Source: an optimization exercise on an open RTL-to-GDS flow (aim: small area, a short achievable clock period and few clock cycles). Production flows keep margins and buffers that such runs may drop. In this exercise RTL edits were held to simulation tests only and were not proved equivalent to the original. Power is estimated from default activity; no workload was simulated.

## raven
==> flow/design.v (excerpt) <==
module lz77_compressor (
    input  wire        clk,
    input  wire        rst,        
    input  wire        wr_en,
    input  wire [6:0]  wr_addr,
    input  wire [7:0]  wr_data,
    input  wire [7:0]  in_len,     
    input  wire [15:0] lz_w,       
    input  wire [7:0]  lz_min,     
    input  wire [7:0]  lz_max,     
    input  wire        start,
    output wire        idle,
    output wire        out_valid,
    input  wire        out_ready,
    output wire [7:0]  out_data,
    output reg         done,
    output reg         err,
    output reg  [2:0]  pad
);
Settings: LEC_CHECK=0, CAP_MARGIN=20, CORE_MARGIN=2, CORE_UTILIZATION=40, SLEW_MARGIN=20; clock period 10.0 ns.
standard.sh (not shown) runs the stock make flow with config.mk's settings and CLKGATE_MAP_FILE= SYNTH_SCRIPT=/design/flow/synth_recipe.tcl, a recipe that flattens the netlist after the stock synthesis.
==> flow/flow/run.sh <==
#!/bin/bash
# The standard layout, with timing repair aimed at a 3.5 ns period
# (setup margin 6.5 ns against the 10 ns clock). make's output goes to
# flow_make.log here; each tool's own log is under orfs/logs/.
set -euo pipefail
bash standard.sh SETUP_SLACK_MARGIN=6.5 finish > flow_make.log 2>&1
raven finished every stage; the final checks, however, were not passed, the failures being max-capacitance violations.
Testbench counts of raven, summed over its fixed seeds: cycles 22,771.
#### Input delta (violet over raven)
--- a/flow/design.v
+++ b/flow/design.v
@@ -85,36 +85,30 @@
     wire [7:0]  r1   = r + 8'd1;
     wire [7:0]  r2   = r + 8'd2;
     wire [7:0]  lo0  = lofn(r,  w_r);
     wire [7:0]  lo1  = lofn(r1, w_r);
     wire [7:0]  lo2  = lofn(r2, w_r);
     wire [6:0] hi_idx;
     lz_hi128 u_hi (.v(alive), .idx(hi_idx));
     wire         in_srch = (state == S_SRCH);
-    reg          bad;      
+    wire         bad     = (min_r > max_r);
     wire [127:0] mv      = alive & eq;
     wire         any_a   = |alive;
     wire         any_m   = |mv;
     wire         tend    = atl || !any_m;
     wire         ismatch = any_a && kge;
     wire         fin     = ismatch ? (r == len_r) : (p + 8'd1 == len_r);
     wire         merge   = ismatch || k1;
     wire         restart = !merge && !k0;
     wire [7:0]   kp1     = k + 8'd1;
     wire         atl_c   = (r1 == len_r) || (kp1 == max_r);
     wire         atl_m   = (r1 == len_r) || (max_r == 8'd1);
     wire         kge_c   = (kp1 >= min_r);
     wire         kge_m   = (min_r <= 8'd1);
-    reg        t1_v;
-    reg        t1_m;
-    reg [7:0]  t1_len;
-    reg [7:0]  t1_lit;
-    reg [6:0]  t1_r;
-    reg [6:0]  t1_j;
     reg        tok_v;
     reg        tok_m;
     reg [7:0]  tok_len;
     reg [6:0]  tok_off;
     reg [7:0]  tok_lit;
     reg [C-1:0] acc;       
     reg [5:0]   cnt;
     reg [3:0]   hdr_i;     
@@ -144,38 +138,30 @@
     wire        tok_full = tok_v && (tok_m ? (cnt > C - 25) : (cnt > C - 9));
     wire        tok_take = tok_v && !tok_full && active;
     wire [24:0] tok_bits = tok_m ? {1'b1, 9'd0, tok_off, tok_len}
                                  : {1'b0, tok_lit, 16'd0};
     wire [C-1:0] tok_al  = {tok_bits, {(C-25){1'b0}}};
     wire [C-1:0] acc_ins = acc | (tok_take ? (tok_al >> cnt) : {C{1'b0}});
     wire [5:0]   cnt_ins = cnt + (tok_take ? tok_n : 6'd0);
     wire [C-1:0] acc_nx  = acc_pop ? {acc_ins[C-9:0], 8'd0} : acc_ins;
-    wire [5:0]   cnt_t   = tok_m ? cnt + 6'd25 : cnt + 6'd9;
-    wire [5:0]   cnt_tp  = tok_m ? cnt + 6'd17 : cnt + 6'd1;
-    wire [5:0]   cnt_p   = cnt - 6'd8;
-    wire [5:0]   cnt_nx  = tok_take ? (acc_pop ? cnt_tp : cnt_t)
-                                    : (acc_pop ? cnt_p  : cnt);
-    wire         t1_mv   = t1_v && (!tok_v || tok_take);    
-    wire        drain_end = (state == S_DRAIN) && cnt == 6'd0 && !hdr_pend && !sv
-                            && (!ov || out_ready);
-    wire        stall = t1_v && !t1_mv;
-    assign      hold_cmp = in_srch && stall;
+    wire [5:0]   cnt_nx  = acc_pop ? cnt_ins - 6'd8 : cnt_ins;
+    wire        stall = tok_full;
+    assign      hold_cmp = in_srch && tok_full;
     wire        go    = in_srch && !bad;
     wire        adv   = go && !stall;             
     wire        tok_w = adv && tend;              
     always @(posedge clk) begin
         if (rst) begin
             state  <= S_IDLE;
             idle_r <= 1'b1;
             done   <= 1'b0;
             err    <= 1'b0;
             pad    <= 3'd0;
             tok_v  <= 1'b0;
-            t1_v   <= 1'b0;
             cnt    <= 6'd0;
             hdr_i  <= 4'd8;
             active <= 1'b0;
             ov     <= 1'b0;
             sv     <= 1'b0;
         end else begin
             done <= 1'b0;
             if (!ov) begin
@@ -186,20 +172,16 @@
             end else if (opop) begin
                 sv <= 1'b0;
             end
             if (feed && hdr_pend)
                 hdr_i <= hdr_i + 4'd1;
             if (active)
                 cnt <= cnt_nx;
             if (tok_w)
-                t1_v <= 1'b1;
-            else if (t1_mv)
-                t1_v <= 1'b0;
-            if (t1_mv)
                 tok_v <= 1'b1;
             else if (tok_take)
                 tok_v <= 1'b0;
             if ((in_srch || state == S_FIN) && bad) begin
                 done   <= 1'b1;
                 err    <= 1'b1;
                 pad    <= 3'd0;
                 active <= 1'b0;
@@ -222,24 +204,24 @@
                         else if (restart)
                             state <= S_BUB0;
                     end
                 end
                 S_BUB0: state <= S_BUB1;
                 S_BUB1: state <= S_BUB2;
                 S_BUB2: state <= S_SRCH;
                 S_FIN: begin
-                    if (!t1_v && (!tok_v || tok_take)) begin
+                    if (!tok_v || tok_take) begin
                         pad   <= 3'd0 - cnt_ins[2:0];
                         cnt   <= (cnt_nx + 6'd7) & 6'b111000;
                         state <= S_DRAIN;
                     end
                 end
                 default: begin  
-                    if (drain_end) begin
+                    if (cnt == 6'd0 && !hdr_pend && !sv && (!ov || out_ready)) begin
                         done   <= 1'b1;
                         err    <= 1'b0;
                         active <= 1'b0;
                         idle_r <= 1'b1;
                         state  <= S_IDLE;
                     end
                 end
             endcase
@@ -251,35 +233,27 @@
         end else if (!sv) begin
             if (feed) sbuf <= src_byte;
         end else if (opop) begin
             obuf <= sbuf;
         end
         acc <= acc_nx;
         eq  <= eq_new;
         if (tok_w) begin
-            t1_m   <= ismatch;
-            t1_len <= k;
-            t1_lit <= litb;
-            t1_r   <= r[6:0];
-            t1_j   <= hi_idx;
-        end
-        if (t1_mv) begin
-            tok_m   <= t1_m;
-            tok_len <= t1_len;
-            tok_off <= t1_r - t1_j;
-            tok_lit <= t1_lit;
+            tok_m   <= ismatch;
+            tok_len <= k;
+            tok_off <= r[6:0] - hi_idx;
+            tok_lit <= litb;
         end
         case (state)
             S_IDLE: begin
                 len_r <= in_len;
                 w_r   <= lz_w;
                 min_r <= lz_min;
                 max_r <= lz_max;
-                bad   <= (lz_min > lz_max);
                 cur   <= mrd1;
                 litb  <= mrd0;
                 ra    <= 7'd2;
                 p     <= 8'd0;
                 r     <= 8'd0;
                 k     <= 8'd0;
                 k0    <= 1'b1;
                 k1    <= 1'b0;
[summary]
violet completed end to end with timing, DRC and antenna clean. Die: violet smaller than raven. In the tables for raven and violet, minimum setup slack in the final design reads higher with violet. In the tables for raven and violet, cell count reads lower with raven. Side by side, synthesized cell count turned out higher in violet than in raven. violet against raven: net switching power of the design -about 3%; worst IR drop on VDD increased about 1.3%; combined buffer and inverter count along the critical path moved down. Mean routed wirelength per cell, violet vs raven: up slightly. Of the two candidates, raven has the better detailed-route wire length and violet the worse one. Relative to raven, violet improves final area. In the tables for raven and violet, met3 wire length reads lower with violet. Post-synthesis share of cell area spent on full adders, half adders and majority gates delta (raven -> violet): insignificant.
Testbench counts of violet, summed over its fixed seeds: cycles 22,719.

## port drivers added, routing unchanged
The results above use ideal ports. As a check the final layouts listed here were re-extracted and re-timed, cells and wires unchanged. Step 1, drivers: a clkbuf_16 drives clk and a buf_2 each remaining input, both assumed. Step 2 adds t to the input delays and takes it off the output delays; t is the mean of the earliest and latest rising clock arrival at the registers after step 1. Input paths then give back, and output paths get back, about the clock's delay inside the block. Slacks: ideal / step 1 / step 2; pairs: ideal / step 1.
run	t (ns)	setup WS [ns]	worst setup path at the end	latest minus earliest clock arrival (ns)	worst register clock-pin slew, ns
raven	0.940	5.800 / 5.800 / 5.792	input to register	0.048 / 0.048	0.07 / 0.07
violet	0.922	5.911 / 5.911 / 5.782	input to register	0.093 / 0.093	0.07 / 0.07
For violet, which loses most, drivers alone change the setup slack by 0.000 ns; drivers and shift together by -0.129 ns.
